Background: an optimization exercise with open tools, aiming at small area, a short achievable clock period and few clock cycles. Do not read the settings as production practice. In this exercise RTL edits were held to simulation tests only and were not proved equivalent to the original. Power figures rest on the tool's default switching activity, not on a simulated workload.

<file path="design/flow/design.v">
module inv16_core (
    input  wire         clk,
    input  wire         rst,           
    input  wire         start,         
    input  wire [15:0]  nsteps,        
    output wire         busy,
    input  wire         hw_we,
    input  wire [4:0]   hw_sel,        
    input  wire [15:0]  hw_data,
    output wire [255:0] regs,          
    output wire [15:0]  pc_o,
    output wire         dir_o,         
    output wire [1:0]   err_o,
    output wire         halted_o,
    output wire         brk_o,         
    output reg          mem_req,
    output reg          mem_we,
    output reg  [15:0]  mem_addr,
    output wire [15:0]  mem_wdata,     
    input  wire         mem_ack,
    input  wire [15:0]  mem_rdata      
);
    localparam S_IDLE  = 4'd0;
    localparam S_FETCH = 4'd1;    
    localparam S_EXEC  = 4'd2;    
    localparam S_SRMW  = 4'd3;    
    localparam S_DIV   = 4'd4;    
    localparam S_MUL   = 4'd5;    
    localparam S_SRR   = 4'd6;    
    localparam S_DRAIN = 4'd7;    
    localparam S_DIVA  = 4'd8;    
    localparam S_UNDO  = 4'd9;    
    localparam S_TWIN  = 4'd10;   
    localparam OP_ADD = 4'h0, OP_SUB = 4'h1, OP_ROR = 4'h2, OP_ROL = 4'h3;
    localparam OP_SHR = 4'h4, OP_SHL = 4'h5, OP_AND = 4'h6, OP_ORA = 4'h7;
    localparam OP_MUL = 4'h8, OP_DIV = 4'h9, OP_CMP = 4'hA, OP_JEQ = 4'hB;
    localparam OP_XRI = 4'hC, OP_SRR = 4'hD, OP_SRM = 4'hE, OP_BRK = 4'hF;
    localparam ERR_NONE = 2'd0, ERR_MISALIGNED = 2'd1;
    localparam ERR_MISMATCHED = 2'd2, ERR_SRR = 2'd3;
    reg [15:0] x [0:15];
    reg [15:0] pc;
    reg        dir;
    reg [1:0]  err;
    reg        halted;
    reg        brk_hit;
    reg [3:0]  state;
    reg [15:0] ir;
    reg [15:0] oa, ob, oc;     
    reg        sub_q;          
    reg        eqk;            
    reg        f_sum, f_shr, f_shl, f_and, f_or, f_cmp, f_xri, f_div, f_srm;
    reg [15:0] steps_left;
    reg        last;           
    reg [15:0] dr;
    reg [15:0] dq;
    reg [3:0]  dcnt;           
    reg [3:0]  ufa;            
    genvar gi;
    generate
        for (gi = 0; gi < 16; gi = gi + 1) begin : g_regs
            assign regs[16*gi +: 16] = x[gi];
        end
    endgenerate
    assign busy     = (state != S_IDLE);
    assign pc_o     = pc;
    assign dir_o    = dir;
    assign err_o    = err;
    assign halted_o = halted;
    assign brk_o    = brk_hit;
    wire [7:0] byte1 = ir[15:8];
    wire [3:0] op = ir[7:4];
    wire [3:0] fa = ir[3:0];
    wire [3:0] fb = ir[15:12];
    wire [3:0] fc = ir[11:8];
    wire [3:0] sh = oc[3:0];
    reg  [15:0] pc_next;       
    wire [15:0] sum    = ob + (oc ^ {16{sub_q}}) + {15'd0, sub_q};
    wire        eq     = ~|(ob ^ oc);
    wire        lt     = (ob < oc);      
    function [3:0] leadpos(input [15:0] v);
        reg [1:0] g;
        reg [3:0] n;
        begin
            g = (|v[15:12]) ? 2'd3 : (|v[11:8]) ? 2'd2 : (|v[7:4]) ? 2'd1 : 2'd0;
            n = v[4*g +: 4];
            leadpos = {g, (n[3] ? 2'd3 : n[2] ? 2'd2 : n[1] ? 2'd1 : 2'd0)};
        end
    endfunction
    wire [3:0] dn = leadpos(ob) - leadpos(oc);         
    wire       div_zero = lt || (oc == 16'd0);         
    reg  [16:0] sh_in;
    reg  [3:0]  sh_amt;
    always @(*) begin
        if (f_div) begin
            sh_in  = {1'b0, ob};
            sh_amt = ~dcnt;
        end else if (f_shl) begin       
            sh_in  = {1'b0, ob};
            sh_amt = sh;
        end else begin                  
            sh_in  = {ob, 1'b0};
            sh_amt = ~sh;
        end
    end
    wire [31:0] sh_out = {15'd0, sh_in} << sh_amt;
    wire [15:0] alu_f = ({16{f_sum}} & sum)
                      | ({16{f_shr}} & sh_out[31:16])
                      | ({16{f_shl}} & sh_out[15:0])
                      | ({16{f_and}} & (ob & oc))
                      | ({16{f_or}}  & (ob | oc))
                      | ({16{f_cmp}} & (eq ? 16'h0000 : (lt ? 16'hFFFF : 16'h0001)))
                      | ({16{f_xri}} & {8'h00, byte1});
    reg [1:0] p0, p1, p2, p3;
    always @(*) begin
        case (fc[2:0])
            3'd0: {p0, p1, p2, p3} = {2'd0, 2'd1, 2'd2, 2'd3};  
            3'd1: {p0, p1, p2, p3} = {2'd1, 2'd0, 2'd2, 2'd3};  
            3'd2: {p0, p1, p2, p3} = {2'd0, 2'd1, 2'd3, 2'd2};  
            3'd3: {p0, p1, p2, p3} = {2'd1, 2'd0, 2'd3, 2'd2};  
            3'd4: {p0, p1, p2, p3} = {2'd2, 2'd3, 2'd0, 2'd1};  
            3'd5: {p0, p1, p2, p3} = {2'd3, 2'd2, 2'd1, 2'd0};  
            3'd6: {p0, p1, p2, p3} = {2'd0, 2'd2, 2'd1, 2'd3};  
            default: {p0, p1, p2, p3} = {2'd3, 2'd1, 2'd2, 2'd0};  
        endcase
    end
    wire        srr_hi = (state == S_SRR);
    wire [1:0]  q_lo   = srr_hi ? p2 : p0;
    wire [1:0]  q_hi   = srr_hi ? p3 : p1;
    wire [31:0] sbytes = {ob, oa};
    wire [15:0] srr_out = {sbytes[8*q_hi +: 8], sbytes[8*q_lo +: 8]};
    wire [16:0] div_trial = {dr, dq[15]} - {1'b0, oc};
    wire        div_bit   = ~div_trial[16];
    wire [15:0] div_q     = {dq[14:0], div_bit};
    wire mcs_1 = (ob[13] & oc[0]) ^ (ob[12] & oc[1]);
    wire mcs_2 = (ob[13] & oc[0]) & (ob[12] & oc[1]);
    wire mcs_3 = (ob[14] & oc[0]) ^ (ob[13] & oc[1]) ^ (ob[12] & oc[2]);
    wire mcs_4 = ((ob[14] & oc[0]) & (ob[13] & oc[1])) | ((ob[14] & oc[0]) & (ob[12] & oc[2])) | ((ob[13] & oc[1]) & (ob[12] & oc[2]));
    wire mcs_5 = (ob[11] & oc[3]) ^ (ob[10] & oc[4]);
    wire mcs_6 = (ob[11] & oc[3]) & (ob[10] & oc[4]);
    wire mcs_7 = (ob[15] & oc[0]) ^ (ob[14] & oc[1]) ^ (ob[13] & oc[2]);
    wire mcs_8 = ((ob[15] & oc[0]) & (ob[14] & oc[1])) | ((ob[15] & oc[0]) & (ob[13] & oc[2])) | ((ob[14] & oc[1]) & (ob[13] & oc[2]));
    wire mcs_9 = (ob[12] & oc[3]) ^ (ob[11] & oc[4]) ^ (ob[10] & oc[5]);
    wire mcs_10 = ((ob[12] & oc[3]) & (ob[11] & oc[4])) | ((ob[12] & oc[3]) & (ob[10] & oc[5])) | ((ob[11] & oc[4]) & (ob[10] & oc[5]));
    wire mcs_11 = (ob[9] & oc[6]) ^ (ob[8] & oc[7]);
    wire mcs_12 = (ob[9] & oc[6]) & (ob[8] & oc[7]);
    wire mcs_13 = (ob[9] & oc[0]) ^ (ob[8] & oc[1]);
    wire mcs_14 = (ob[9] & oc[0]) & (ob[8] & oc[1]);
    wire mcs_15 = (ob[10] & oc[0]) ^ (ob[9] & oc[1]) ^ (ob[8] & oc[2]);
    wire mcs_16 = ((ob[10] & oc[0]) & (ob[9] & oc[1])) | ((ob[10] & oc[0]) & (ob[8] & oc[2])) | ((ob[9] & oc[1]) & (ob[8] & oc[2]));
    wire mcs_17 = (ob[7] & oc[3]) ^ (ob[6] & oc[4]);
    wire mcs_18 = (ob[7] & oc[3]) & (ob[6] & oc[4]);
    wire mcs_19 = (ob[11] & oc[0]) ^ (ob[10] & oc[1]) ^ (ob[9] & oc[2]);
    wire mcs_20 = ((ob[11] & oc[0]) & (ob[10] & oc[1])) | ((ob[11] & oc[0]) & (ob[9] & oc[2])) | ((ob[10] & oc[1]) & (ob[9] & oc[2]));
    wire mcs_21 = (ob[8] & oc[3]) ^ (ob[7] & oc[4]) ^ (ob[6] & oc[5]);
    wire mcs_22 = ((ob[8] & oc[3]) & (ob[7] & oc[4])) | ((ob[8] & oc[3]) & (ob[6] & oc[5])) | ((ob[7] & oc[4]) & (ob[6] & oc[5]));
    wire mcs_23 = (ob[5] & oc[6]) ^ (ob[4] & oc[7]);
    wire mcs_24 = (ob[5] & oc[6]) & (ob[4] & oc[7]);
    wire mcs_25 = (ob[12] & oc[0]) ^ (ob[11] & oc[1]) ^ (ob[10] & oc[2]);
    wire mcs_26 = ((ob[12] & oc[0]) & (ob[11] & oc[1])) | ((ob[12] & oc[0]) & (ob[10] & oc[2])) | ((ob[11] & oc[1]) & (ob[10] & oc[2]));
    wire mcs_27 = (ob[9] & oc[3]) ^ (ob[8] & oc[4]) ^ (ob[7] & oc[5]);
    wire mcs_28 = ((ob[9] & oc[3]) & (ob[8] & oc[4])) | ((ob[9] & oc[3]) & (ob[7] & oc[5])) | ((ob[8] & oc[4]) & (ob[7] & oc[5]));
    wire mcs_29 = (ob[6] & oc[6]) ^ (ob[5] & oc[7]) ^ (ob[4] & oc[8]);
    wire mcs_30 = ((ob[6] & oc[6]) & (ob[5] & oc[7])) | ((ob[6] & oc[6]) & (ob[4] & oc[8])) | ((ob[5] & oc[7]) & (ob[4] & oc[8]));
    wire mcs_31 = (ob[3] & oc[9]) ^ (ob[2] & oc[10]);
    wire mcs_32 = (ob[3] & oc[9]) & (ob[2] & oc[10]);
    wire mcs_33 = (ob[11] & oc[2]) ^ (ob[10] & oc[3]) ^ (ob[9] & oc[4]);
    wire mcs_34 = ((ob[11] & oc[2]) & (ob[10] & oc[3])) | ((ob[11] & oc[2]) & (ob[9] & oc[4])) | ((ob[10] & oc[3]) & (ob[9] & oc[4]));
    wire mcs_35 = (ob[8] & oc[5]) ^ (ob[7] & oc[6]) ^ (ob[6] & oc[7]);
    wire mcs_36 = ((ob[8] & oc[5]) & (ob[7] & oc[6])) | ((ob[8] & oc[5]) & (ob[6] & oc[7])) | ((ob[7] & oc[6]) & (ob[6] & oc[7]));
    wire mcs_37 = (ob[5] & oc[8]) ^ (ob[4] & oc[9]) ^ (ob[3] & oc[10]);
    wire mcs_38 = ((ob[5] & oc[8]) & (ob[4] & oc[9])) | ((ob[5] & oc[8]) & (ob[3] & oc[10])) | ((ob[4] & oc[9]) & (ob[3] & oc[10]));
    wire mcs_39 = (ob[2] & oc[11]) ^ (ob[1] & oc[12]) ^ (ob[0] & oc[13]);
    wire mcs_40 = ((ob[2] & oc[11]) & (ob[1] & oc[12])) | ((ob[2] & oc[11]) & (ob[0] & oc[13])) | ((ob[1] & oc[12]) & (ob[0] & oc[13]));
    wire mcs_41 = mcs_2 ^ (ob[9] & oc[5]) ^ (ob[8] & oc[6]);
    wire mcs_42 = (mcs_2 & (ob[9] & oc[5])) | (mcs_2 & (ob[8] & oc[6])) | ((ob[9] & oc[5]) & (ob[8] & oc[6]));
    wire mcs_43 = (ob[7] & oc[7]) ^ (ob[6] & oc[8]) ^ (ob[5] & oc[9]);
    wire mcs_44 = ((ob[7] & oc[7]) & (ob[6] & oc[8])) | ((ob[7] & oc[7]) & (ob[5] & oc[9])) | ((ob[6] & oc[8]) & (ob[5] & oc[9]));
    wire mcs_45 = (ob[4] & oc[10]) ^ (ob[3] & oc[11]) ^ (ob[2] & oc[12]);
    wire mcs_46 = ((ob[4] & oc[10]) & (ob[3] & oc[11])) | ((ob[4] & oc[10]) & (ob[2] & oc[12])) | ((ob[3] & oc[11]) & (ob[2] & oc[12]));
    wire mcs_47 = (ob[1] & oc[13]) ^ (ob[0] & oc[14]) ^ mcs_3;
    wire mcs_48 = ((ob[1] & oc[13]) & (ob[0] & oc[14])) | ((ob[1] & oc[13]) & mcs_3) | ((ob[0] & oc[14]) & mcs_3);
    wire mcs_49 = mcs_4 ^ mcs_6 ^ (ob[7] & oc[8]);
    wire mcs_50 = (mcs_4 & mcs_6) | (mcs_4 & (ob[7] & oc[8])) | (mcs_6 & (ob[7] & oc[8]));
    wire mcs_51 = (ob[6] & oc[9]) ^ (ob[5] & oc[10]) ^ (ob[4] & oc[11]);
    wire mcs_52 = ((ob[6] & oc[9]) & (ob[5] & oc[10])) | ((ob[6] & oc[9]) & (ob[4] & oc[11])) | ((ob[5] & oc[10]) & (ob[4] & oc[11]));
    wire mcs_53 = (ob[3] & oc[12]) ^ (ob[2] & oc[13]) ^ (ob[1] & oc[14]);
    wire mcs_54 = ((ob[3] & oc[12]) & (ob[2] & oc[13])) | ((ob[3] & oc[12]) & (ob[1] & oc[14])) | ((ob[2] & oc[13]) & (ob[1] & oc[14]));
    wire mcs_55 = (ob[0] & oc[15]) ^ mcs_7 ^ mcs_9;
    wire mcs_56 = ((ob[0] & oc[15]) & mcs_7) | ((ob[0] & oc[15]) & mcs_9) | (mcs_7 & mcs_9);
    wire mcs_57 = (ob[6] & oc[0]) ^ (ob[5] & oc[1]);
    wire mcs_58 = (ob[6] & oc[0]) & (ob[5] & oc[1]);
    wire mcs_59 = (ob[7] & oc[0]) ^ (ob[6] & oc[1]) ^ (ob[5] & oc[2]);
    wire mcs_60 = ((ob[7] & oc[0]) & (ob[6] & oc[1])) | ((ob[7] & oc[0]) & (ob[5] & oc[2])) | ((ob[6] & oc[1]) & (ob[5] & oc[2]));
    wire mcs_61 = (ob[4] & oc[3]) ^ (ob[3] & oc[4]);
    wire mcs_62 = (ob[4] & oc[3]) & (ob[3] & oc[4]);
    wire mcs_63 = (ob[8] & oc[0]) ^ (ob[7] & oc[1]) ^ (ob[6] & oc[2]);
    wire mcs_64 = ((ob[8] & oc[0]) & (ob[7] & oc[1])) | ((ob[8] & oc[0]) & (ob[6] & oc[2])) | ((ob[7] & oc[1]) & (ob[6] & oc[2]));
    wire mcs_65 = (ob[5] & oc[3]) ^ (ob[4] & oc[4]) ^ (ob[3] & oc[5]);
    wire mcs_66 = ((ob[5] & oc[3]) & (ob[4] & oc[4])) | ((ob[5] & oc[3]) & (ob[3] & oc[5])) | ((ob[4] & oc[4]) & (ob[3] & oc[5]));
    wire mcs_67 = (ob[2] & oc[6]) ^ (ob[1] & oc[7]);
    wire mcs_68 = (ob[2] & oc[6]) & (ob[1] & oc[7]);
    wire mcs_69 = (ob[7] & oc[2]) ^ (ob[6] & oc[3]) ^ (ob[5] & oc[4]);
    wire mcs_70 = ((ob[7] & oc[2]) & (ob[6] & oc[3])) | ((ob[7] & oc[2]) & (ob[5] & oc[4])) | ((ob[6] & oc[3]) & (ob[5] & oc[4]));
    wire mcs_71 = (ob[4] & oc[5]) ^ (ob[3] & oc[6]) ^ (ob[2] & oc[7]);
    wire mcs_72 = ((ob[4] & oc[5]) & (ob[3] & oc[6])) | ((ob[4] & oc[5]) & (ob[2] & oc[7])) | ((ob[3] & oc[6]) & (ob[2] & oc[7]));
    wire mcs_73 = (ob[1] & oc[8]) ^ (ob[0] & oc[9]) ^ mcs_13;
    wire mcs_74 = ((ob[1] & oc[8]) & (ob[0] & oc[9])) | ((ob[1] & oc[8]) & mcs_13) | ((ob[0] & oc[9]) & mcs_13);
    wire mcs_75 = mcs_14 ^ (ob[5] & oc[5]) ^ (ob[4] & oc[6]);
    wire mcs_76 = (mcs_14 & (ob[5] & oc[5])) | (mcs_14 & (ob[4] & oc[6])) | ((ob[5] & oc[5]) & (ob[4] & oc[6]));
    wire mcs_77 = (ob[3] & oc[7]) ^ (ob[2] & oc[8]) ^ (ob[1] & oc[9]);
    wire mcs_78 = ((ob[3] & oc[7]) & (ob[2] & oc[8])) | ((ob[3] & oc[7]) & (ob[1] & oc[9])) | ((ob[2] & oc[8]) & (ob[1] & oc[9]));
    wire mcs_79 = (ob[0] & oc[10]) ^ mcs_15 ^ mcs_17;
    wire mcs_80 = ((ob[0] & oc[10]) & mcs_15) | ((ob[0] & oc[10]) & mcs_17) | (mcs_15 & mcs_17);
    wire mcs_81 = mcs_16 ^ mcs_18 ^ (ob[3] & oc[8]);
    wire mcs_82 = (mcs_16 & mcs_18) | (mcs_16 & (ob[3] & oc[8])) | (mcs_18 & (ob[3] & oc[8]));
    wire mcs_83 = (ob[2] & oc[9]) ^ (ob[1] & oc[10]) ^ (ob[0] & oc[11]);
    wire mcs_84 = ((ob[2] & oc[9]) & (ob[1] & oc[10])) | ((ob[2] & oc[9]) & (ob[0] & oc[11])) | ((ob[1] & oc[10]) & (ob[0] & oc[11]));
    wire mcs_85 = mcs_19 ^ mcs_21 ^ mcs_23;
    wire mcs_86 = (mcs_19 & mcs_21) | (mcs_19 & mcs_23) | (mcs_21 & mcs_23);
    wire mcs_87 = mcs_20 ^ mcs_22 ^ mcs_24;
    wire mcs_88 = (mcs_20 & mcs_22) | (mcs_20 & mcs_24) | (mcs_22 & mcs_24);
    wire mcs_89 = (ob[1] & oc[11]) ^ (ob[0] & oc[12]) ^ mcs_25;
    wire mcs_90 = ((ob[1] & oc[11]) & (ob[0] & oc[12])) | ((ob[1] & oc[11]) & mcs_25) | ((ob[0] & oc[12]) & mcs_25);
    wire mcs_91 = mcs_27 ^ mcs_29 ^ mcs_31;
    wire mcs_92 = (mcs_27 & mcs_29) | (mcs_27 & mcs_31) | (mcs_29 & mcs_31);
    wire mcs_93 = mcs_26 ^ mcs_28 ^ mcs_30;
    wire mcs_94 = (mcs_26 & mcs_28) | (mcs_26 & mcs_30) | (mcs_28 & mcs_30);
    wire mcs_95 = mcs_32 ^ mcs_1 ^ mcs_33;
    wire mcs_96 = (mcs_32 & mcs_1) | (mcs_32 & mcs_33) | (mcs_1 & mcs_33);
    wire mcs_97 = mcs_35 ^ mcs_37 ^ mcs_39;
    wire mcs_98 = (mcs_35 & mcs_37) | (mcs_35 & mcs_39) | (mcs_37 & mcs_39);
    wire mcs_99 = mcs_34 ^ mcs_36 ^ mcs_38;
    wire mcs_100 = (mcs_34 & mcs_36) | (mcs_34 & mcs_38) | (mcs_36 & mcs_38);
    wire mcs_101 = mcs_40 ^ mcs_5 ^ mcs_41;
    wire mcs_102 = (mcs_40 & mcs_5) | (mcs_40 & mcs_41) | (mcs_5 & mcs_41);
    wire mcs_103 = mcs_43 ^ mcs_45 ^ mcs_47;
    wire mcs_104 = (mcs_43 & mcs_45) | (mcs_43 & mcs_47) | (mcs_45 & mcs_47);
    wire mcs_105 = mcs_42 ^ mcs_44 ^ mcs_46;
    wire mcs_106 = (mcs_42 & mcs_44) | (mcs_42 & mcs_46) | (mcs_44 & mcs_46);
    wire mcs_107 = mcs_48 ^ mcs_11 ^ mcs_49;
    wire mcs_108 = (mcs_48 & mcs_11) | (mcs_48 & mcs_49) | (mcs_11 & mcs_49);
    wire mcs_109 = mcs_51 ^ mcs_53 ^ mcs_55;
    wire mcs_110 = (mcs_51 & mcs_53) | (mcs_51 & mcs_55) | (mcs_53 & mcs_55);
    wire mcs_111 = (ob[4] & oc[0]) ^ (ob[3] & oc[1]);
    wire mcs_112 = (ob[4] & oc[0]) & (ob[3] & oc[1]);
    wire mcs_113 = (ob[5] & oc[0]) ^ (ob[4] & oc[1]) ^ (ob[3] & oc[2]);
    wire mcs_114 = ((ob[5] & oc[0]) & (ob[4] & oc[1])) | ((ob[5] & oc[0]) & (ob[3] & oc[2])) | ((ob[4] & oc[1]) & (ob[3] & oc[2]));
    wire mcs_115 = (ob[2] & oc[3]) ^ (ob[1] & oc[4]);
    wire mcs_116 = (ob[2] & oc[3]) & (ob[1] & oc[4]);
    wire mcs_117 = (ob[4] & oc[2]) ^ (ob[3] & oc[3]) ^ (ob[2] & oc[4]);
    wire mcs_118 = ((ob[4] & oc[2]) & (ob[3] & oc[3])) | ((ob[4] & oc[2]) & (ob[2] & oc[4])) | ((ob[3] & oc[3]) & (ob[2] & oc[4]));
    wire mcs_119 = (ob[1] & oc[5]) ^ (ob[0] & oc[6]) ^ mcs_57;
    wire mcs_120 = ((ob[1] & oc[5]) & (ob[0] & oc[6])) | ((ob[1] & oc[5]) & mcs_57) | ((ob[0] & oc[6]) & mcs_57);
    wire mcs_121 = mcs_58 ^ (ob[2] & oc[5]) ^ (ob[1] & oc[6]);
    wire mcs_122 = (mcs_58 & (ob[2] & oc[5])) | (mcs_58 & (ob[1] & oc[6])) | ((ob[2] & oc[5]) & (ob[1] & oc[6]));
    wire mcs_123 = (ob[0] & oc[7]) ^ mcs_59 ^ mcs_61;
    wire mcs_124 = ((ob[0] & oc[7]) & mcs_59) | ((ob[0] & oc[7]) & mcs_61) | (mcs_59 & mcs_61);
    wire mcs_125 = mcs_60 ^ mcs_62 ^ (ob[0] & oc[8]);
    wire mcs_126 = (mcs_60 & mcs_62) | (mcs_60 & (ob[0] & oc[8])) | (mcs_62 & (ob[0] & oc[8]));
    wire mcs_127 = mcs_63 ^ mcs_65 ^ mcs_67;
    wire mcs_128 = (mcs_63 & mcs_65) | (mcs_63 & mcs_67) | (mcs_65 & mcs_67);
    wire mcs_129 = mcs_64 ^ mcs_66 ^ mcs_68;
    wire mcs_130 = (mcs_64 & mcs_66) | (mcs_64 & mcs_68) | (mcs_66 & mcs_68);
    wire mcs_131 = mcs_69 ^ mcs_71 ^ mcs_73;
    wire mcs_132 = (mcs_69 & mcs_71) | (mcs_69 & mcs_73) | (mcs_71 & mcs_73);
    wire mcs_133 = mcs_70 ^ mcs_72 ^ mcs_74;
    wire mcs_134 = (mcs_70 & mcs_72) | (mcs_70 & mcs_74) | (mcs_72 & mcs_74);
    wire mcs_135 = mcs_75 ^ mcs_77 ^ mcs_79;
    wire mcs_136 = (mcs_75 & mcs_77) | (mcs_75 & mcs_79) | (mcs_77 & mcs_79);
    wire mcs_137 = mcs_76 ^ mcs_78 ^ mcs_80;
    wire mcs_138 = (mcs_76 & mcs_78) | (mcs_76 & mcs_80) | (mcs_78 & mcs_80);
    wire mcs_139 = mcs_81 ^ mcs_83 ^ mcs_85;
    wire mcs_140 = (mcs_81 & mcs_83) | (mcs_81 & mcs_85) | (mcs_83 & mcs_85);
    wire mcs_141 = mcs_82 ^ mcs_84 ^ mcs_86;
    wire mcs_142 = (mcs_82 & mcs_84) | (mcs_82 & mcs_86) | (mcs_84 & mcs_86);
    wire mcs_143 = mcs_87 ^ mcs_89 ^ mcs_91;
    wire mcs_144 = (mcs_87 & mcs_89) | (mcs_87 & mcs_91) | (mcs_89 & mcs_91);
    wire mcs_145 = mcs_88 ^ mcs_90 ^ mcs_92;
    wire mcs_146 = (mcs_88 & mcs_90) | (mcs_88 & mcs_92) | (mcs_90 & mcs_92);
    wire mcs_147 = mcs_93 ^ mcs_95 ^ mcs_97;
    wire mcs_148 = (mcs_93 & mcs_95) | (mcs_93 & mcs_97) | (mcs_95 & mcs_97);
    wire mcs_149 = mcs_94 ^ mcs_96 ^ mcs_98;
    wire mcs_150 = (mcs_94 & mcs_96) | (mcs_94 & mcs_98) | (mcs_96 & mcs_98);
    wire mcs_151 = mcs_99 ^ mcs_101 ^ mcs_103;
    wire mcs_152 = (mcs_99 & mcs_101) | (mcs_99 & mcs_103) | (mcs_101 & mcs_103);
    wire mcs_153 = mcs_100 ^ mcs_102 ^ mcs_104;
    wire mcs_154 = (mcs_100 & mcs_102) | (mcs_100 & mcs_104) | (mcs_102 & mcs_104);
    wire mcs_155 = mcs_105 ^ mcs_107 ^ mcs_109;
    wire mcs_156 = (mcs_105 & mcs_107) | (mcs_105 & mcs_109) | (mcs_107 & mcs_109);
    wire mcs_157 = (ob[3] & oc[0]) ^ (ob[2] & oc[1]);
    wire mcs_158 = (ob[3] & oc[0]) & (ob[2] & oc[1]);
    wire mcs_159 = (ob[2] & oc[2]) ^ (ob[1] & oc[3]) ^ (ob[0] & oc[4]);
    wire mcs_160 = ((ob[2] & oc[2]) & (ob[1] & oc[3])) | ((ob[2] & oc[2]) & (ob[0] & oc[4])) | ((ob[1] & oc[3]) & (ob[0] & oc[4]));
    wire mcs_161 = mcs_112 ^ (ob[0] & oc[5]) ^ mcs_113;
    wire mcs_162 = (mcs_112 & (ob[0] & oc[5])) | (mcs_112 & mcs_113) | ((ob[0] & oc[5]) & mcs_113);
    wire mcs_163 = mcs_114 ^ mcs_116 ^ mcs_117;
    wire mcs_164 = (mcs_114 & mcs_116) | (mcs_114 & mcs_117) | (mcs_116 & mcs_117);
    wire mcs_165 = mcs_118 ^ mcs_120 ^ mcs_121;
    wire mcs_166 = (mcs_118 & mcs_120) | (mcs_118 & mcs_121) | (mcs_120 & mcs_121);
    wire mcs_167 = mcs_122 ^ mcs_124 ^ mcs_125;
    wire mcs_168 = (mcs_122 & mcs_124) | (mcs_122 & mcs_125) | (mcs_124 & mcs_125);
    wire mcs_169 = mcs_126 ^ mcs_128 ^ mcs_129;
    wire mcs_170 = (mcs_126 & mcs_128) | (mcs_126 & mcs_129) | (mcs_128 & mcs_129);
    wire mcs_171 = mcs_130 ^ mcs_132 ^ mcs_133;
    wire mcs_172 = (mcs_130 & mcs_132) | (mcs_130 & mcs_133) | (mcs_132 & mcs_133);
    wire mcs_173 = mcs_134 ^ mcs_136 ^ mcs_137;
    wire mcs_174 = (mcs_134 & mcs_136) | (mcs_134 & mcs_137) | (mcs_136 & mcs_137);
    wire mcs_175 = mcs_138 ^ mcs_140 ^ mcs_141;
    wire mcs_176 = (mcs_138 & mcs_140) | (mcs_138 & mcs_141) | (mcs_140 & mcs_141);
    wire mcs_177 = mcs_142 ^ mcs_144 ^ mcs_145;
    wire mcs_178 = (mcs_142 & mcs_144) | (mcs_142 & mcs_145) | (mcs_144 & mcs_145);
    wire mcs_179 = mcs_146 ^ mcs_148 ^ mcs_149;
    wire mcs_180 = (mcs_146 & mcs_148) | (mcs_146 & mcs_149) | (mcs_148 & mcs_149);
    wire mcs_181 = mcs_150 ^ mcs_152 ^ mcs_153;
    wire mcs_182 = (mcs_150 & mcs_152) | (mcs_150 & mcs_153) | (mcs_152 & mcs_153);
    wire mcs_183 = (ob[2] & oc[0]) ^ (ob[1] & oc[1]);
    wire mcs_184 = (ob[2] & oc[0]) & (ob[1] & oc[1]);
    wire mcs_185 = (ob[1] & oc[2]) ^ (ob[0] & oc[3]) ^ mcs_157;
    wire mcs_186 = ((ob[1] & oc[2]) & (ob[0] & oc[3])) | ((ob[1] & oc[2]) & mcs_157) | ((ob[0] & oc[3]) & mcs_157);
    wire mcs_187 = mcs_158 ^ mcs_111 ^ mcs_159;
    wire mcs_188 = (mcs_158 & mcs_111) | (mcs_158 & mcs_159) | (mcs_111 & mcs_159);
    wire mcs_189 = mcs_160 ^ mcs_115 ^ mcs_161;
    wire mcs_190 = (mcs_160 & mcs_115) | (mcs_160 & mcs_161) | (mcs_115 & mcs_161);
    wire mcs_191 = mcs_162 ^ mcs_119 ^ mcs_163;
    wire mcs_192 = (mcs_162 & mcs_119) | (mcs_162 & mcs_163) | (mcs_119 & mcs_163);
    wire mcs_193 = mcs_164 ^ mcs_123 ^ mcs_165;
    wire mcs_194 = (mcs_164 & mcs_123) | (mcs_164 & mcs_165) | (mcs_123 & mcs_165);
    wire mcs_195 = mcs_166 ^ mcs_127 ^ mcs_167;
    wire mcs_196 = (mcs_166 & mcs_127) | (mcs_166 & mcs_167) | (mcs_127 & mcs_167);
    wire mcs_197 = mcs_168 ^ mcs_131 ^ mcs_169;
    wire mcs_198 = (mcs_168 & mcs_131) | (mcs_168 & mcs_169) | (mcs_131 & mcs_169);
    wire mcs_199 = mcs_170 ^ mcs_135 ^ mcs_171;
    wire mcs_200 = (mcs_170 & mcs_135) | (mcs_170 & mcs_171) | (mcs_135 & mcs_171);
    wire mcs_201 = mcs_172 ^ mcs_139 ^ mcs_173;
    wire mcs_202 = (mcs_172 & mcs_139) | (mcs_172 & mcs_173) | (mcs_139 & mcs_173);
    wire mcs_203 = mcs_174 ^ mcs_143 ^ mcs_175;
    wire mcs_204 = (mcs_174 & mcs_143) | (mcs_174 & mcs_175) | (mcs_143 & mcs_175);
    wire mcs_205 = mcs_176 ^ mcs_147 ^ mcs_177;
    wire mcs_206 = (mcs_176 & mcs_147) | (mcs_176 & mcs_177) | (mcs_147 & mcs_177);
    wire mcs_207 = mcs_178 ^ mcs_151 ^ mcs_179;
    wire mcs_208 = (mcs_178 & mcs_151) | (mcs_178 & mcs_179) | (mcs_151 & mcs_179);
    wire mcs_209 = mcs_180 ^ mcs_155 ^ mcs_181;
    wire mcs_210 = (mcs_180 & mcs_155) | (mcs_180 & mcs_181) | (mcs_155 & mcs_181);
    wire [15:0] mul_s = {mcs_208, mcs_206, mcs_204, mcs_202, mcs_200, mcs_198, mcs_196, mcs_194, mcs_192, mcs_190, mcs_188, mcs_186, mcs_184, (ob[0] & oc[2]), (ob[1] & oc[0]), (ob[0] & oc[0])};
    wire [15:0] mul_c = {mcs_209, mcs_207, mcs_205, mcs_203, mcs_201, mcs_199, mcs_197, mcs_195, mcs_193, mcs_191, mcs_189, mcs_187, mcs_185, mcs_183, (ob[0] & oc[1]), 1'b0};
    wire [15:0] mul_q = dr + dq;
    wire twin_ok = (mem_rdata == ir);
    reg [15:0] pc_d;
    reg [15:0] base_addr;
    always @(*) begin
        mem_req   = 1'b0;
        mem_we    = 1'b0;
        base_addr = pc_next;
        case (state)
            S_IDLE:  begin mem_req = start && err == ERR_NONE && !halted; base_addr = pc; end
            S_FETCH, S_DRAIN: begin mem_req = 1'b1; base_addr = pc; end
            S_EXEC:  begin
                mem_req = 1'b1;
                if (f_srm) base_addr = ob;
            end
            S_SRMW:  begin mem_req = 1'b1; mem_we = 1'b1; base_addr = ob; end
            S_MUL, S_SRR: begin mem_req = 1'b1; end
            S_TWIN:  begin mem_req = 1'b1; base_addr = oa; end
            S_DIV:   begin mem_req = (dcnt == 4'd0); end
            default: ;
        endcase
    end
    wire twin_now = (state == S_EXEC) && (op == OP_JEQ) && eqk && !oa[0];
    always @(*) mem_addr = twin_now ? oa : base_addr;
    assign mem_wdata = oa;
    reg done, ld;
    always @(*) begin
        done = 1'b0;
        ld   = 1'b0;
        case (state)
            S_IDLE:  ld = start && err == ERR_NONE && !halted && nsteps != 16'd0 && mem_ack;
            S_FETCH: ld = mem_ack;
            S_EXEC:  if (mem_ack) begin
                case (op)
                    OP_BRK, OP_SRM, OP_MUL, OP_SRR: ;
                    OP_JEQ:  done = !eq || (eqk && !oa[0]);    
                    OP_DIV:  done = div_zero;
                    default: done = 1'b1;
                endcase
            end
            S_MUL, S_SRR, S_TWIN: done = mem_ack;
            S_DIV:   done = (dcnt == 4'd0) && mem_ack;
            default: ;
        endcase
        if (done && !last) ld = 1'b1;
    end
    reg        we;
    reg [3:0]  wa;
    reg [15:0] wd;
    always @(*) begin
        we = 1'b0;
        wa = fa;
        wd = oa ^ alu_f;
        case (state)
            S_IDLE: begin
                we = hw_we && !start && !hw_sel[4];
                wa = hw_sel[3:0];
                wd = hw_data;
            end
            S_EXEC: if (mem_ack) begin
                case (op)
                    OP_DIV, OP_BRK, OP_SRM, OP_MUL: ;
                    OP_SRR: begin
                        we = !fc[3];
                        wd = srr_out;
                    end
                    OP_JEQ: begin
                        we = eqk && !oa[0];
                        wd = pc;
                    end
                    default: we = 1'b1;
                endcase
            end
            S_TWIN: begin
                we = mem_ack;
                wd = dr;           
            end
            S_SRMW: begin
                we = mem_ack;
                wd = dr;
            end
            S_MUL: begin
                we = mem_ack;
                wd = oa ^ mul_q;
            end
            S_SRR: begin
                we = mem_ack;
                wa = fb;
                wd = srr_out;
            end
            S_DIV: begin
                we = (dcnt == 4'd0) && mem_ack;
                wd = oa ^ div_q;
            end
            S_UNDO: begin
                we = 1'b1;
                wa = ufa;
                wd = dq;
            end
            default: ;
        endcase
    end
    function [15:0] rdport(input [3:0] sel, input [255:0] r);
        integer k;
        begin
            rdport = 16'h0000;
            for (k = 0; k < 16; k = k + 1)
                rdport = rdport | (r[16*k +: 16] & {16{sel == k}});
        end
    endfunction
    wire [3:0]  na = mem_rdata[3:0];
    wire [3:0]  nb = mem_rdata[15:12];
    wire [3:0]  nc = mem_rdata[11:8];
    wire [15:0] ra = (we && wa == na) ? wd : rdport(na, regs);
    wire [15:0] rb = (we && wa == nb) ? wd : rdport(nb, regs);
    wire [15:0] rc = (we && wa == nc) ? wd : rdport(nc, regs);
    wire        eqk_d = (nb == nc);
    always @(posedge clk) begin
        if (ld) begin
            ir <= mem_rdata;
            oa <= ra;
            ob <= rb;
            oc <= rc;
            sub_q <= (mem_rdata[7:4] != OP_ADD);
            eqk   <= eqk_d;
            f_sum <= (mem_rdata[7:4] == OP_ADD) || (mem_rdata[7:4] == OP_SUB);
            f_shr <= (mem_rdata[7:4] == OP_ROR) || (mem_rdata[7:4] == OP_SHR);
            f_shl <= (mem_rdata[7:4] == OP_ROL) || (mem_rdata[7:4] == OP_SHL);
            f_and <= (mem_rdata[7:4] == OP_AND);
            f_or  <= (mem_rdata[7:4] == OP_ORA);
            f_cmp <= (mem_rdata[7:4] == OP_CMP);
            f_xri <= (mem_rdata[7:4] == OP_XRI);
            f_div <= (mem_rdata[7:4] == OP_DIV);
            f_srm <= (mem_rdata[7:4] == OP_SRM);
        end
    end
    always @(posedge clk) begin
        pc <= pc_d;
        if (rst) begin
            dir        <= 1'b0;
            err        <= ERR_NONE;
            halted     <= 1'b0;
            brk_hit    <= 1'b0;
            state      <= S_IDLE;
        end else begin
            if (done) begin
                steps_left <= steps_left - 16'd1;
                last       <= (steps_left == 16'd2);
                state      <= last ? S_IDLE : S_EXEC;
            end
            case (state)
                S_IDLE: begin
                    if (start) begin
                        brk_hit    <= 1'b0;
                        steps_left <= nsteps;
                        last       <= (nsteps == 16'd1);
                        if (err == ERR_NONE && !halted) begin
                            if (nsteps == 16'd0)
                                state <= mem_ack ? S_IDLE : S_DRAIN;
                            else
                                state <= mem_ack ? S_EXEC : S_FETCH;
                        end
                    end else if (hw_we) begin
                        case (hw_sel)
                            5'd17:   dir <= hw_data[0];
                            5'd18:   err <= hw_data[1:0];
                            default: ;
                        endcase
                    end
                end
                S_DRAIN: if (mem_ack) state <= S_IDLE;
                S_FETCH: if (mem_ack) state <= S_EXEC;
                S_EXEC: if (mem_ack) begin
                    case (op)
                        OP_BRK: begin
                            brk_hit <= 1'b1;
                            if (fa == 4'hF && fb == 4'hF)
                                halted <= 1'b1;
                            state <= S_IDLE;
                        end
                        OP_SRR: begin
                            if (fc[3]) begin
                                err   <= ERR_SRR;
                                state <= S_IDLE;
                            end else begin
                                state <= S_SRR;
                            end
                        end
                        OP_JEQ: begin
                            dr  <= pc;
                            dq  <= oa;
                            ufa <= fa;
                            if (eqk) begin
                                if (oa[0]) begin
                                    err   <= ERR_MISALIGNED;
                                    state <= S_IDLE;
                                end else if (!twin_ok) begin
                                    err   <= ERR_MISMATCHED;
                                    state <= S_UNDO;
                                end
                            end else if (eq) begin
                                if (oa[0]) begin
                                    err   <= ERR_MISALIGNED;
                                    state <= S_UNDO;
                                end else
                                    state <= S_TWIN;
                            end
                        end
                        OP_SRM: begin
                            dr    <= mem_rdata;
                            state <= S_SRMW;
                        end
                        OP_DIV: begin
                            if (!div_zero) begin
                                dcnt  <= dn;
                                state <= S_DIVA;
                            end
                        end
                        OP_MUL: begin
                            dr    <= mul_s;
                            dq    <= mul_c;
                            state <= S_MUL;
                        end
                        default: ;
                    endcase
                end
                S_SRMW: begin
                    if (mem_ack) begin
                        steps_left <= steps_left - 16'd1;
                        last       <= (steps_left == 16'd2);
                        state      <= last ? S_IDLE : S_FETCH;
                    end
                end
                S_MUL, S_SRR: ;
                S_UNDO: state <= S_IDLE;
                S_DIVA: begin
                    {dr, dq} <= sh_out[31:0];
                    state    <= S_DIV;
                end
                S_TWIN: if (mem_ack) begin
                    if (!twin_ok) begin
                        err   <= ERR_MISMATCHED;
                        state <= S_UNDO;
                    end
                end
                S_DIV: begin
                    if (dcnt != 4'd0) begin
                        dcnt <= dcnt - 4'd1;
                        dr   <= div_bit ? div_trial[15:0] : {dr[14:0], dq[15]};
                        dq   <= div_q;
                    end
                end
                default: state <= S_IDLE;
            endcase
        end
    end
    reg [15:0] pc_adv;
    always @(*) begin
        pc_adv = pc;
        case (state)
            S_EXEC: begin
                case (op)
                    OP_BRK:  if (!(fa == 4'hF && fb == 4'hF)) pc_adv = pc_next;
                    OP_SRR, OP_SRM, OP_MUL: ;
                    OP_JEQ:  if (!eqk) pc_adv = pc_next; else if (!oa[0]) pc_adv = oa;
                    OP_DIV:  if (div_zero) pc_adv = pc_next;
                    default: pc_adv = pc_next;
                endcase
            end
            S_SRMW, S_MUL, S_SRR: pc_adv = pc_next;
            S_DIV:   if (dcnt == 4'd0) pc_adv = pc_next;
            S_UNDO:  pc_adv = dr;
            S_TWIN:  pc_adv = oa;
            default: ;
        endcase
    end
    wire pc_hold = mem_req && !mem_ack;
    always @(*) begin
        if (rst)
            pc_d = 16'h0000;
        else if (state == S_IDLE)
            pc_d = (!start && hw_we && hw_sel == 5'd16) ? hw_data : pc;
        else
            pc_d = pc_hold ? pc : pc_adv;
    end
    wire [15:0] pcn_src = rst ? 16'h0000 : (state == S_IDLE) ? pc : pc_adv;
    wire        pcn_dir = !rst && dir;
    function [15:0] step2(input [15:0] v, input d);
        reg [14:0] t;
        integer i;
        begin
            t = v[15:1] ^ {15{d}};
            step2[0] = v[0];
            step2[1] = ~v[1];
            for (i = 1; i < 15; i = i + 1)
                step2[i + 1] = v[i + 1] ^ (&(t | ~((15'd1 << i) - 15'd1)));
        end
    endfunction
    always @(posedge clk)
        if (rst || state == S_IDLE || !pc_hold)
            pc_next <= step2(pcn_src, pcn_dir);
    wire [15:0] wd_r = rst ? 16'h0000 : wd;
    integer i;
    always @(posedge clk) begin
        for (i = 0; i < 16; i = i + 1)
            if (rst || (we && wa == i))
                x[i] <= wd_r;
    end
endmodule
</file>
<file path="design/flow/flow/run.sh">
#!/bin/bash
set -euo pipefail
export BUFFER_PORTS_ARGS="-buffer_cell sky130_fd_sc_hd__buf_1"
export SETUP_SLACK_MARGIN=6
bash standard.sh > standard.log 2>&1
</file>
<file path="design/flow/standard.sh">
#!/bin/bash
# synth_recipe.tcl (not shown) runs the flow's synth.tcl, then flattens the netlist and writes it again
# the make line also repeats each setting of config.mk as NAME=value (left out here)
make -C /OpenROAD-flow-scripts/flow DESIGN_CONFIG=/design/flow/config.mk WORK_HOME=/design/flow/orfs CLKGATE_MAP_FILE= SYNTH_SCRIPT=/design/flow/synth_recipe.tcl "${@:-finish}"
</file>
<file path="design/flow/config.mk">
export PLATFORM = sky130hd
export DESIGN_NAME = inv16_core
export DESIGN_NICKNAME = inv16_core
export VERILOG_FILES = /design/flow/design.v
export SDC_FILE = /design/flow/constraint.sdc
export NUM_CORES = 4
export LEC_CHECK = 0
export CAP_MARGIN = 30
export CORE_MARGIN = 2
export CORE_UTILIZATION = 45
export SLEW_MARGIN = 30
export TNS_END_PERCENT = 10
</file>
<file path="design/flow/constraint.sdc">
create_clock -name core_clock -period 11.0 [get_ports {clk}]
set_input_delay 2.2000 -clock core_clock [delete_from_list [all_inputs] [get_ports {clk}]]
set_output_delay 2.2000 -clock core_clock [all_outputs]
set_load 0.01 [all_outputs]
</file>
==> results of run 1 <==
-- registers in the layout, summed over array words and instances, names as in the netlist, 16 cells and up --
signal and cells:
x 256, dq 16, dr 16, ir 16
oa 16, ob 16, oc 16, pc 16
pc_next 16, steps_left 16
-- synth_stat cells (47+ instances only) --
cell type	instances
xor2_1	65
nand2_1	316
nor2_1	287
o21ai_0	147
a22oi_1	245
nand3_1	116
edfxtp_1	404
nor3_1	116
clkbuf_1	208
a221oi_1	114
a21oi_1	246
xnor2_1	99
ha_1	114
inv_1	160
fa_1	82
a22o_1	83
nand4_1	47
-- critical path: cells and delay by family --
kind	cells	cell delay (ns)
AOI/OAI and AO/OA	2	0.36
buffers and inverters	2	0.21
and+or+nand+nor	1	0.45
-- layout make-up --
class                   instances  area (um^2)  area share [%]
multi-input cells            2699        19590           51.10
flip-flops and latches        429        12640           32.98
repair buffers                536         2681           6.996
well taps                     969         1212           3.163
clock buffers                  51         1170           3.052
inverters                     169        640.6           1.671
clock inverters                33        389.1           1.015
diodes                          4        10.01         0.02612
-- how the worst max path moves through the flow --
stage	from	cells after the start	end	slack [ns]
3_3_place_gp	start	5	mem_req	5.41
2_1_floorplan	start	3	mem_req	5.74
4_1_cts	start	5	mem_req	5.58
3_5_place_dp	start	5	mem_req	5.39
5_1_grt	start	5	mem_req	5.56
6_report	start	5	mem_req	5.58
-- layer usage --
metal  share of wire, %  vias to the layer above  wire length (um)
li1                   -                    14360                 -
met1                 36                    16700             60730
met2                 42                     3228             71520
met3                 14                      932             24740
met4                8.0                        8             13620
met5              0.052                        -                89
-- power groups by stage --
stage | clock network, mW | logic [mW] | registers [mW]
after CTS | 1.63 | 3.90 | 2.69
final | 1.63 | 4.04 | 2.73
after global placement | 0 | 3.85 | 2.75
after floorplan | 0 | 2.21 | 2.56
after detailed placement | 0 | 3.85 | 2.74
after global routing | 1.69 | 4.26 | 2.73
-- through the flow --
| step | cells | power [mW] | worst slack (ns) |
|---|---|---|---|
| global route | 4886 | 8.674 | 5.557 |
| floorplan | 3541 | 4.774 | 5.745 |
| finish | 4890 | 8.409 | 5.579 |
| global placement | 4785 | 6.595 | 5.413 |
| detailed placement | 4787 | 6.585 | 5.388 |
| CTS | 4883 | 8.226 | 5.580 |
-- logic make-up after synthesis --
| kind of cell | share of synthesized area (%) |
|---|---|
| AO/OA/AOI/OAI | 25.46 |
| XOR/XNOR | 4.280 |
| adder cells (fa/ha/maj) | 9.142 |
| buffers and inverters | 5.100 |
| flip-flops | 37.64 |
| multiplexers | 2.807 |
| AND/OR/NAND/NOR | 15.57 |
-- timing repair --
| action | in CTS | in global routing |
|---|---|---|
| setup endpoints to repair | 259 | 268 |
| gates resized for setup | 32 | 11 |
| setup buffers | 12 | 3 |
| pin swaps | 3 | 2 |
==> impl_metrics.json, run 1 <==
{
  "status": "finished clean",
  "drtPass1Iterations": 14,
  "wire_per_inst_um": 34.91,
  "core_region_area_um2": 74200,
  "overflow": 0,
  "synth_top_area_cell": "edfxtp_1",
  "via_per_inst": 7.203,
  "cts_tree": "built",
  "start_util_pct": 45.23,
  "nFillCells": 6957,
  "maxCapViolations": 0,
  "num_rows": 100,
  "place_congestion": 1.066,
  "grt_pass1_wl_um": 240200,
  "pwr-share-clk_pct": 19.4,
  "htree_levels": 2,
  "path_cells": "buf_8 -> or4b_4 -> o211ai_1 -> a22o_1 -> buf_2",
  "die_w_um": 277.1,
  "final_common_cell": "edfxtp_1",
  "drv_slew": 0,
  "worstSetupPathType": "in -> out",
  "busiest_layer": "met2",
  "synth-seq-area-share_pct": 37.64,
  "slowest_stage": "or4b_4",
  "syn_nets": 3795,
  "syn_avg_cell_area_um2": 9.477,
  "hold_violations": 0,
  "hold_end": "brk_hit",
  "post-route-period-util_pct": 49.28,
  "grt_util_met3_pct": 14.74,
  "rsz0062_at_grt": "yes",
  "peakVddDrop_mv": 0.1722,
  "synthFlopType": "edfxtp_1",
  "worst_pin_slew_ns": 1.134,
  "holdCritStartpoint": "brk_hit",
  "fin_skew_ns": 0.07316,
  "synthDistinctLibCells": 116,
  "setup_viol": 0,
  "holdBufCountCts": 0,
  "routed_wl_um": 170700,
  "seq_power_share_pct": 32.5,
  "postRouteAntennaNets": 0,
  "cts.sinks": 429,
  "synth_cells": 3541,
  "clkTransAtPathRegs_ns": 0.06,
  "r2r-start": "ob[0]",
  "fin_nets": 4135,
  "final_util_pct": 51.66,
  "cpPeakStageDelay_ns": 0.45,
  "grt_max_degree": 76,
  "cp.arrival_ns": 3.22,
  "min_path_type": "reg -> reg",
  "hpwl_um": 121100,
  "grt_usage_pct": 42.91,
  "crit_fanout": 2,
  "die_y_um": 277.1,
  "area_growth_pct": 14.20,
  "die-area_um2": 76780,
  "yosys_warnings": 2,
  "cts_made_buffers": 46,
  "power.internal_mw": 4.485,
  "cts-root-buf": "clkbuf_16",
  "layout_common_cells": "edfxtp_1 (404), buf_1 (365), nand2_1 (315)",
  "p_per_area_nw_per_um2": 219.4,
  "hold_ws_ns": 0.4982,
  "p_comb_share_pct": 48.1,
  "grtUsageMet2_pct": 62.92,
  "whs_path_depth": 2,
  "worstPathRequired_ns": 8.80,
  "p_switching_mw": 3.925,
  "syn_area_um2": 33560,
  "fin_area_um2": 38330,
  "synth_seq_cells": 429,
  "reg2reg_depth": 16,
  "netSwitchingFraction_pct": 46.67,
  "clk_path_buf_depth": 3,
  "clk_latency_ns": 0.65,
  "synth.top_cell.area_share_pct": 36.15,
  "end_kind": "output pin",
  "antenna_found_initial": 7,
  "yosys-top-cells-area": "edfxtp_1 (36%), a22oi_1 (5.5%), fa_1 (4.9%)",
  "fin_crit_ns": 5.421,
  "slew_headroom_pct": 24.38,
  "grt_use_met1_pct": 54.06,
  "io_buffers": 369,
  "rr_endpoint": "dq[15]",
  "drive_above_1_share_pct": 10.57,
  "synth_edf_count": 404,
  "postPlaceCellArea_um2": 36430,
  "setup-tns-final_ns": 0,
  "io_pins": 370,
  "cp-start-kind": "input port",
  "grt_pass1_vias": 33360,
  "vias": 35220,
  "max_freq_mhz": 184.5,
  "route.detailed.drc": 0,
  "rrSetupSlack_ns": 5.76,
  "p_leak_nw": 13.75,
  "async_reset_ff_share_pct": 0,
  "first_iter_violations": 6818
}
Testbench counts, summed over its fixed seeds: cycles 122,403.
==> run 2: changes to the inputs <==
--- a/design/flow/design.v
+++ b/design/flow/design.v
@@ -45,4 +45,6 @@
     reg        brk_hit;
     reg [3:0]  state;
+    reg        req_q;          
+    reg        start_ok;       
     reg [15:0] ir;
     reg [15:0] oa, ob, oc;     
@@ -349,18 +351,12 @@
     reg [15:0] base_addr;
     always @(*) begin
-        mem_req   = 1'b0;
+        mem_req   = req_q || (start && start_ok);
         mem_we    = 1'b0;
         base_addr = pc_next;
         case (state)
-            S_IDLE:  begin mem_req = start && err == ERR_NONE && !halted; base_addr = pc; end
-            S_FETCH, S_DRAIN: begin mem_req = 1'b1; base_addr = pc; end
-            S_EXEC:  begin
-                mem_req = 1'b1;
-                if (f_srm) base_addr = ob;
-            end
-            S_SRMW:  begin mem_req = 1'b1; mem_we = 1'b1; base_addr = ob; end
-            S_MUL, S_SRR: begin mem_req = 1'b1; end
-            S_TWIN:  begin mem_req = 1'b1; base_addr = oa; end
-            S_DIV:   begin mem_req = (dcnt == 4'd0); end
+            S_IDLE, S_FETCH, S_DRAIN: base_addr = pc;
+            S_EXEC:  if (f_srm) base_addr = ob;
+            S_SRMW:  begin mem_we = 1'b1; base_addr = ob; end
+            S_TWIN:  base_addr = oa;
             default: ;
         endcase
@@ -480,17 +476,25 @@
         end
     end
+    reg [3:0] sn;
+    reg [1:0] en;
+    reg       hn;
+    reg [3:0] cn;
     always @(posedge clk) begin
         pc <= pc_d;
+        sn = state;
+        en = err;
+        hn = halted;
+        cn = dcnt;
         if (rst) begin
             dir        <= 1'b0;
-            err        <= ERR_NONE;
-            halted     <= 1'b0;
+            en        = ERR_NONE;
+            hn     = 1'b0;
             brk_hit    <= 1'b0;
-            state      <= S_IDLE;
+            sn      = S_IDLE;
         end else begin
             if (done) begin
                 steps_left <= steps_left - 16'd1;
                 last       <= (steps_left == 16'd2);
-                state      <= last ? S_IDLE : S_EXEC;
+                sn      = last ? S_IDLE : S_EXEC;
             end
             case (state)
@@ -502,18 +506,18 @@
                         if (err == ERR_NONE && !halted) begin
                             if (nsteps == 16'd0)
-                                state <= mem_ack ? S_IDLE : S_DRAIN;
+                                sn = mem_ack ? S_IDLE : S_DRAIN;
                             else
-                                state <= mem_ack ? S_EXEC : S_FETCH;
+                                sn = mem_ack ? S_EXEC : S_FETCH;
                         end
                     end else if (hw_we) begin
                         case (hw_sel)
                             5'd17:   dir <= hw_data[0];
-                            5'd18:   err <= hw_data[1:0];
+                            5'd18:   en = hw_data[1:0];
                             default: ;
                         endcase
                     end
                 end
-                S_DRAIN: if (mem_ack) state <= S_IDLE;
-                S_FETCH: if (mem_ack) state <= S_EXEC;
+                S_DRAIN: if (mem_ack) sn = S_IDLE;
+                S_FETCH: if (mem_ack) sn = S_EXEC;
                 S_EXEC: if (mem_ack) begin
                     case (op)
@@ -521,13 +525,13 @@
                             brk_hit <= 1'b1;
                             if (fa == 4'hF && fb == 4'hF)
-                                halted <= 1'b1;
-                            state <= S_IDLE;
+                                hn = 1'b1;
+                            sn = S_IDLE;
                         end
                         OP_SRR: begin
                             if (fc[3]) begin
-                                err   <= ERR_SRR;
-                                state <= S_IDLE;
+                                en   = ERR_SRR;
+                                sn = S_IDLE;
                             end else begin
-                                state <= S_SRR;
+                                sn = S_SRR;
                             end
                         end
@@ -538,26 +542,26 @@
                             if (eqk) begin
                                 if (oa[0]) begin
-                                    err   <= ERR_MISALIGNED;
-                                    state <= S_IDLE;
+                                    en   = ERR_MISALIGNED;
+                                    sn = S_IDLE;
                                 end else if (!twin_ok) begin
-                                    err   <= ERR_MISMATCHED;
-                                    state <= S_UNDO;
+                                    en   = ERR_MISMATCHED;
+                                    sn = S_UNDO;
                                 end
                             end else if (eq) begin
                                 if (oa[0]) begin
-                                    err   <= ERR_MISALIGNED;
-                                    state <= S_UNDO;
+                                    en   = ERR_MISALIGNED;
+                                    sn = S_UNDO;
                                 end else
-                                    state <= S_TWIN;
+                                    sn = S_TWIN;
                             end
                         end
                         OP_SRM: begin
                             dr    <= mem_rdata;
-                            state <= S_SRMW;
+                            sn = S_SRMW;
                         end
                         OP_DIV: begin
                             if (!div_zero) begin
-                                dcnt  <= dn;
-                                state <= S_DIVA;
+                                cn  = dn;
+                                sn = S_DIVA;
                             end
                         end
@@ -565,5 +569,5 @@
                             dr    <= mul_s;
                             dq    <= mul_c;
-                            state <= S_MUL;
+                            sn = S_MUL;
                         end
                         default: ;
@@ -574,29 +578,37 @@
                         steps_left <= steps_left - 16'd1;
                         last       <= (steps_left == 16'd2);
-                        state      <= last ? S_IDLE : S_FETCH;
+                        sn      = last ? S_IDLE : S_FETCH;
                     end
                 end
                 S_MUL, S_SRR: ;
-                S_UNDO: state <= S_IDLE;
+                S_UNDO: sn = S_IDLE;
                 S_DIVA: begin
                     {dr, dq} <= sh_out[31:0];
-                    state    <= S_DIV;
+                    sn    = S_DIV;
                 end
                 S_TWIN: if (mem_ack) begin
                     if (!twin_ok) begin
-                        err   <= ERR_MISMATCHED;
-                        state <= S_UNDO;
+                        en   = ERR_MISMATCHED;
+                        sn = S_UNDO;
                     end
                 end
                 S_DIV: begin
                     if (dcnt != 4'd0) begin
-                        dcnt <= dcnt - 4'd1;
+                        cn = dcnt - 4'd1;
                         dr   <= div_bit ? div_trial[15:0] : {dr[14:0], dq[15]};
                         dq   <= div_q;
                     end
                 end
-                default: state <= S_IDLE;
+                default: sn = S_IDLE;
             endcase
         end
+        state    <= sn;
+        err      <= en;
+        halted   <= hn;
+        dcnt     <= cn;
+        req_q    <= (sn == S_FETCH) || (sn == S_DRAIN) || (sn == S_EXEC) || (sn == S_SRMW) ||
+                    (sn == S_MUL) || (sn == S_SRR) || (sn == S_TWIN) ||
+                    (sn == S_DIV && cn == 4'd0);
+        start_ok <= (sn == S_IDLE) && en == ERR_NONE && !hn;
     end
     reg [15:0] pc_adv;
==> impl_metrics.json, run 2 <==
{
  "syn_nets": 3819,
  "fin_crit_ns": 5.235,
  "nFillCells": 6875,
  "slew_headroom_pct": 26.20,
  "hpwl_um": 132000,
  "yosys_warnings": 2,
  "synth_cells": 3565,
  "syn_area_um2": 33470,
  "final_util_pct": 52.85,
  "synth_fa_ha_area_share_pct": 9.166,
  "end_kind": "output pin",
  "grt_pass1_vias": 33530,
  "synth-seq-area-share_pct": 37.74,
  "drive_above_1_share_pct": 10.99,
  "layout_common_cells": "edfxtp_1 (400), buf_1 (366), nand2_1 (296)",
  "worstSetupPathType": "reg -> out",
  "cp.arrival_ns": 3.03,
  "setup_viol": 0,
  "grt_max_degree": 72,
  "worstPathRequired_ns": 8.80,
  "final_common_cell": "edfxtp_1",
  "synthTopCellsByCount": "edfxtp_1 (400), nand2_1 (298), nor2_1 (297)",
  "top_register": "x",
  "cts_tree": "built",
  "place_congestion": 1.061,
  "hold_violations": 0,
  "htree_levels": 2,
  "vias": 36330,
  "synth_mux_area_share_pct": 2.968,
  "die_w_um": 276.7,
  "io_pins": 370,
  "synth_seq_cells": 431,
  "cp-start-kind": "flip-flop",
  "multiInputGateArea_um2": 19730,
  "wire_per_inst_um": 37.22,
  "status": "finished clean",
  "start_util_pct": 45.19,
  "setup-tns-final_ns": 0,
  "die-area_um2": 76580,
  "fin_skew_ns": 0.05550,
  "syn_avg_cell_area_um2": 9.389,
  "synth_edf_count": 400,
  "yosys-top-cells-area": "edfxtp_1 (36%), a22oi_1 (5.6%), fa_1 (4.9%)",
  "p_per_area_nw_per_um2": 202.2,
  "num_rows": 100,
  "core_region_area_um2": 74070,
  "io_buffers": 369,
  "fin_area_um2": 39150,
  "postPlaceCellArea_um2": 36990,
  "synthDistinctLibCells": 106,
  "grt_usage_pct": 46.28,
  "peakVddDrop_mv": 0.1778,
  "die_y_um": 276.7,
  "p_leak_nw": 14.25,
  "finalPower_mw": 7.915,
  "synth_xor_area_share_pct": 4.291,
  "cts.sinks": 431,
  "clkTransAtPathRegs_ns": 0.06,
  "largest_reg_flops": 256,
  "synth_top_area_cell": "edfxtp_1",
  "synth-compound-area-share_pct": 25.71,
  "cts-root-buf": "clkbuf_16",
  "cts_made_buffers": 49,
  "postRouteAntennaNets": 0,
  "regArea_um2": 12650,
  "synthMostInstantiatedCell": "edfxtp_1",
  "max_freq_mhz": 191.0,
  "clk_latency_ns": 0.65,
  "synth.top_cell.area_share_pct": 35.89,
  "first_iter_violations": 7141,
  "area_growth_pct": 16.96,
  "async_reset_ff_share_pct": 0,
  "overflow": 0,
  "maxCapViolations": 0,
  "rsz0062_at_grt": "yes",
  "drtPass1Iterations": 13,
  "synthFlopType": "edfxtp_1",
  "clk_path_buf_depth": 3,
  "synth_top_family_by_area": "compound AO/OA/AOI/OAI gates",
  "drv_slew": 0,
  "routed_wl_um": 184000,
  "rrSetupSlack_ns": 5.92,
  "worst_pin_slew_ns": 1.095,
  "min_path_type": "reg -> reg",
  "via_per_inst": 7.347,
  "post-route-period-util_pct": 47.59,
  "synth-simple-area-share_pct": 15.38,
  "antenna_found_initial": 10,
  "crit_fanout": 27,
  "route.detailed.drc": 0,
  "fin_nets": 4181,
  "grt_pass1_wl_um": 256000
}
run 2: cell count changes after synthesis, moves of 13 or more:
cell / change
xor2_1: +14
a21oi_1: -24
nand3_1: +30
nand2_1: -18
clkbuf_1: +13
o21a_1: +18
mux2i_1: +15
xnor2_1: -14
o211ai_1: -22
run 2: kinds of logic after synthesis:
logic type                 after synthesis
DFF                                    431
and+or+nand+nor                       1091
buffers and inverters                  415
xor gates and xnor gates               164
muxes                                   78
adders and majority gates              196
AOI/OAI and AO/OA                     1190
run 2: timing repair:
item	CTS	global route
pin swaps	4	5
setup buffers	8	7
setup endpoints to repair	178	210
gates resized for setup	27	19
hold buffers	0	0
run 2: cell type report:
type	instances	area share [%]
multi-input combinational	2719	50.39
sequential	431	32.31
timing repair buffer	555	7.843
clock buffer	58	3.298
tap	969	3.097
inverter	171	1.720
clock inverter	34	1.294
antenna	7	0.04475
run 2: report_power, final:
| group | internal, mW | switching [mW] |
|---|---|---|
| registers | 2.13 | 0.363 |
| logic | 1.16 | 2.42 |
| clock network | 1.09 | 0.761 |
run 2: worst max-delay path, cell delays in order, from the launching register on:
cell and delay (ns):
dfxtp_4 0.43, nand2b_2 0.20, nor2_2 0.09, buf_4 0.24
a222oi_1 1.00, nand3_1 0.15, o21a_1 0.16, buf_1 0.13
run 2: through the flow:
| stage | hold slack (ns) | std cells | setup WS (ns) |
|---|---|---|---|
| 5_1_grt | 0.5578 | 4940 | 5.765 |
| 6_report | 0.5515 | 4944 | 5.765 |
| 2_1_floorplan | 0.4920 | 3565 | 6.017 |
| 3_5_place_dp | 0.5144 | 4825 | 5.398 |
| 3_3_place_gp | 0.5088 | 4811 | 5.306 |
| 4_1_cts | 0.5488 | 4925 | 5.844 |
run 2: path summary, 6_finish.rpt:
| check | to | start | cells past startpoint |
|---|---|---|---|
| min | brk_hit | brk_hit | 2 |
| max reg2reg | x[13][2] | ob[1] | 15 |
| max | mem_addr[7] | state[2] | 7 |
| min reg2reg | brk_hit | brk_hit | 2 |
run 2: layer usage:
metal	wire (um)	vias up	part of all wire [%]	global-route usage, %
met3	26560	982	14	16.65
met1	65820	17300	36	58.14
met4	15760	12	8.6	28.75
met2	75740	3518	41	67.77
li1	-	14520	-	-
met5	161	-	0.087	0.6254
Testbench counts of run 2, summed over its fixed seeds: cycles 122,403.
==> run 3: changes to the inputs <==
==> design/flow/flow/run.sh (replaced) <==
#!/bin/bash
set -euo pipefail
export BUFFER_PORTS_ARGS="-buffer_cell sky130_fd_sc_hd__buf_1"
export SETUP_SLACK_MARGIN=6.5
bash standard.sh > standard.log 2>&1
==> impl_metrics.json, run 3 <==
{
  "status": "finished clean",
  "syn_area_um2": 33470,
  "clk_path_buf_depth": 3,
  "crit_fanout": 10,
  "netSwitchingFraction_pct": 45.29,
  "maxCapViolations": 0,
  "die-area_um2": 76580,
  "multiInputGateArea_um2": 19920,
  "setup_viol": 0,
  "drtPass1Iterations": 17,
  "cpPeakStageDelay_ns": 0.99,
  "holdCritStartpoint": "brk_hit",
  "io_pins": 370,
  "slew_headroom_pct": 24.80,
  "regArea_um2": 12640,
  "top_register": "x",
  "area_growth_pct": 18.93,
  "pre_cts_slack_ns": 5.285,
  "place_congestion": 1.037,
  "synth_cells": 3565,
  "synthFlopType": "edfxtp_1",
  "die_w_um": 276.7,
  "yosys_warnings": 2,
  "final_cells": 5004,
  "setup-tns-final_ns": 0,
  "fin_nets": 4246,
  "cts.sinks": 431,
  "cts-root-buf": "clkbuf_16",
  "synth_seq_cells": 431,
  "synth_fa_ha_area_share_pct": 9.166,
  "end_kind": "output pin",
  "yosys-top-cells-area": "edfxtp_1 (36%), a22oi_1 (5.6%), fa_1 (4.9%)",
  "core_region_area_um2": 74070,
  "synth_mux_area_share_pct": 2.968,
  "postPlaceCellArea_um2": 37020,
  "cp-start-kind": "flip-flop",
  "cp_top_family": "compound AO/OA/AOI/OAI gates",
  "wire_per_inst_um": 36.60,
  "synthTopCellsByCount": "edfxtp_1 (400), nand2_1 (298), nor2_1 (297)",
  "post-route-period-util_pct": 46.02,
  "pwr-share-clk_pct": 21.7,
  "cp.arrival_ns": 2.86,
  "critPathBufInv": 1,
  "antenna_found_initial": 6,
  "fin_crit_ns": 5.062,
  "io_buffers": 369,
  "start_util_pct": 45.19,
  "via_per_inst": 7.250,
  "p_switching_mw": 3.511,
  "syn_nets": 3819,
  "synthDistinctLibCells": 106,
  "route.detailed.drc": 0,
  "first_iter_violations": 6869,
  "synth_top_family_by_area": "compound AO/OA/AOI/OAI gates",
  "r2r-start": "oc[0]",
  "drv_slew": 0,
  "cts_made_buffers": 48,
  "synthMostInstantiatedCell": "edfxtp_1",
  "layout_common_cells": "edfxtp_1 (400), buf_1 (363), nand2_1 (294)",
  "num_rows": 100,
  "synth-simple-area-share_pct": 15.38,
  "clk_latency_ns": 0.66,
  "hold_ws_ns": 0.5244,
  "async_reset_ff_share_pct": 0,
  "cp-startpoint": "oa[6]",
  "power.internal_mw": 4.241,
  "htree_levels": 2,
  "cts_tree": "built",
  "worst_pin_slew_ns": 1.128,
  "setup_ws_ns": 5.938,
  "drive_above_1_share_pct": 13.20,
  "worstSetupPathType": "reg -> out",
  "slowest_stage": "a222oi_1",
  "routed_wl_um": 183200,
  "p_comb_share_pct": 46.3,
  "min_path_type": "reg -> reg",
  "path_cells": "a222oi_1 -> nand3_1 -> o21a_1 -> buf_2",
  "hold_violations": 0,
  "grt_usage_pct": 45.91,
  "die_y_um": 276.7,
  "synth_edf_count": 400,
  "hpwl_um": 130300,
  "rsz0062_at_grt": "yes",
  "fin_skew_ns": 0.06844,
  "grt_max_degree": 73,
  "worstPathRequired_ns": 8.80,
  "p_leak_nw": 14.62,
  "postRouteAntennaNets": 0,
  "synth_xor_area_share_pct": 4.291,
  "clkTransAtPathRegs_ns": 0.07,
  "peakVddDrop_mv": 0.1544,
  "grt_pass1_wl_um": 253900,
  "max_freq_mhz": 197.6,
  "vias": 36280,
  "p_per_area_nw_per_um2": 194.8,
  "syn_avg_cell_area_um2": 9.389,
  "seq_power_share_pct": 32.1,
  "largest_reg_flops": 256,
  "holdBufCountCts": 0,
  "final_common_cell": "edfxtp_1",
  "synth_top_area_cell": "edfxtp_1",
  "overflow": 0,
  "synth.top_cell.area_share_pct": 35.89,
  "synth-seq-area-share_pct": 37.74,
  "synth-compound-area-share_pct": 25.71,
  "placedCellCount": 4824,
  "fin_area_um2": 39810,
  "grt_pass1_vias": 33630,
  "nFillCells": 6846
}
-- run 3: cell types whose count changed in the layout (fill, tap and decap cells not counted), sizes merged --
cell    delta
bufinv     -8
nand2      +1
diode      -2
buf       +62
clkinv     +6
bufbuf     +3
clkbuf     -2
-- run 3: kinds of logic after synthesis --
kind of cell,count (synthesis)
AOI/OAI and AO/OA,1190
xor gates and xnor gates,164
adders and majority gates,196
buffers and inverters,415
DFF,431
muxes,78
and+or+nand+nor,1091
-- run 3: layer usage --
| layer | track usage, % | vias to the layer above | part of all wire [%] | routed length [um] |
|---|---|---|---|---|
| li1 | - | 14650 | - | - |
| met1 | 56.74 | 17140 | 35 | 64060 |
| met2 | 67.40 | 3456 | 41 | 75750 |
| met3 | 15.49 | 1020 | 14 | 26050 |
| met4 | 32.33 | 8 | 9.4 | 17150 |
| met5 | 0 | - | 0.086 | 158 |
-- run 3: final cells by class --
cell class	instances	area share, %
antenna	5	0.03143
sequential	431	31.77
clock buffer	56	3.288
tap	969	3.046
inverter	171	1.767
timing repair buffer	620	9.298
clock inverter	32	0.7544
multi-input combinational	2720	50.05
-- run 3: final timing paths --
path | to | slack, ns | cells after the start
worst max-delay path | mem_addr[6] | 5.94 | 4
worst min-delay path | brk_hit | 0.52 | 2
worst max register to register | dr[15] | 6.13 | 13
worst min register to register | brk_hit | 0.52 | 2
-- run 3: worst reg2reg max path, delay by kind of cell (launching register included) --
kind                     cells  cell delay (ns)
AO/OA/AOI/OAI                3             0.94
flip-flops                   1             0.36
adder cells (fa/ha/maj)      5             2.55
AND/OR/NAND/NOR              1             0.09
buffers and inverters        4             0.60
-- run 3: what timing repair did --
item                                    CTS  global route
endpoints found under the setup margin  421           342
hold endpoints to repair                  0             0
gates resized for setup                  87            36
cloned                                    4             0
setup buffers                            44            34
pin swaps                                32            11
-- run 3: power groups by stage --
stage / clock [mW] / combinational [mW] / sequential [mW]
after floorplan: 0 / 1.79 / 2.42
after global placement: 0 / 3.31 / 2.51
after detailed placement: 0 / 3.33 / 2.50
after CTS: 1.68 / 3.43 / 2.46
after global routing: 1.74 / 3.73 / 2.49
final: 1.68 / 3.59 / 2.49
-- run 3: per-stage QoR --
step	util (%)	total power, mW
after floorplan	-	4.213
after global placement	49.50	5.825
after CTS	53.11	7.570
after global routing	53.73	7.955
after detailed placement	49.97	5.830
final	53.74	7.752

Re-timed with assumed drivers on the ports (clkbuf_16 on the clock, buf_2 on other inputs), run 3 has 5.867 ns of setup slack against 5.938 ns with ideal ports, and 5.718 ns once port delays also move by the mid clock arrival of 0.702 ns.
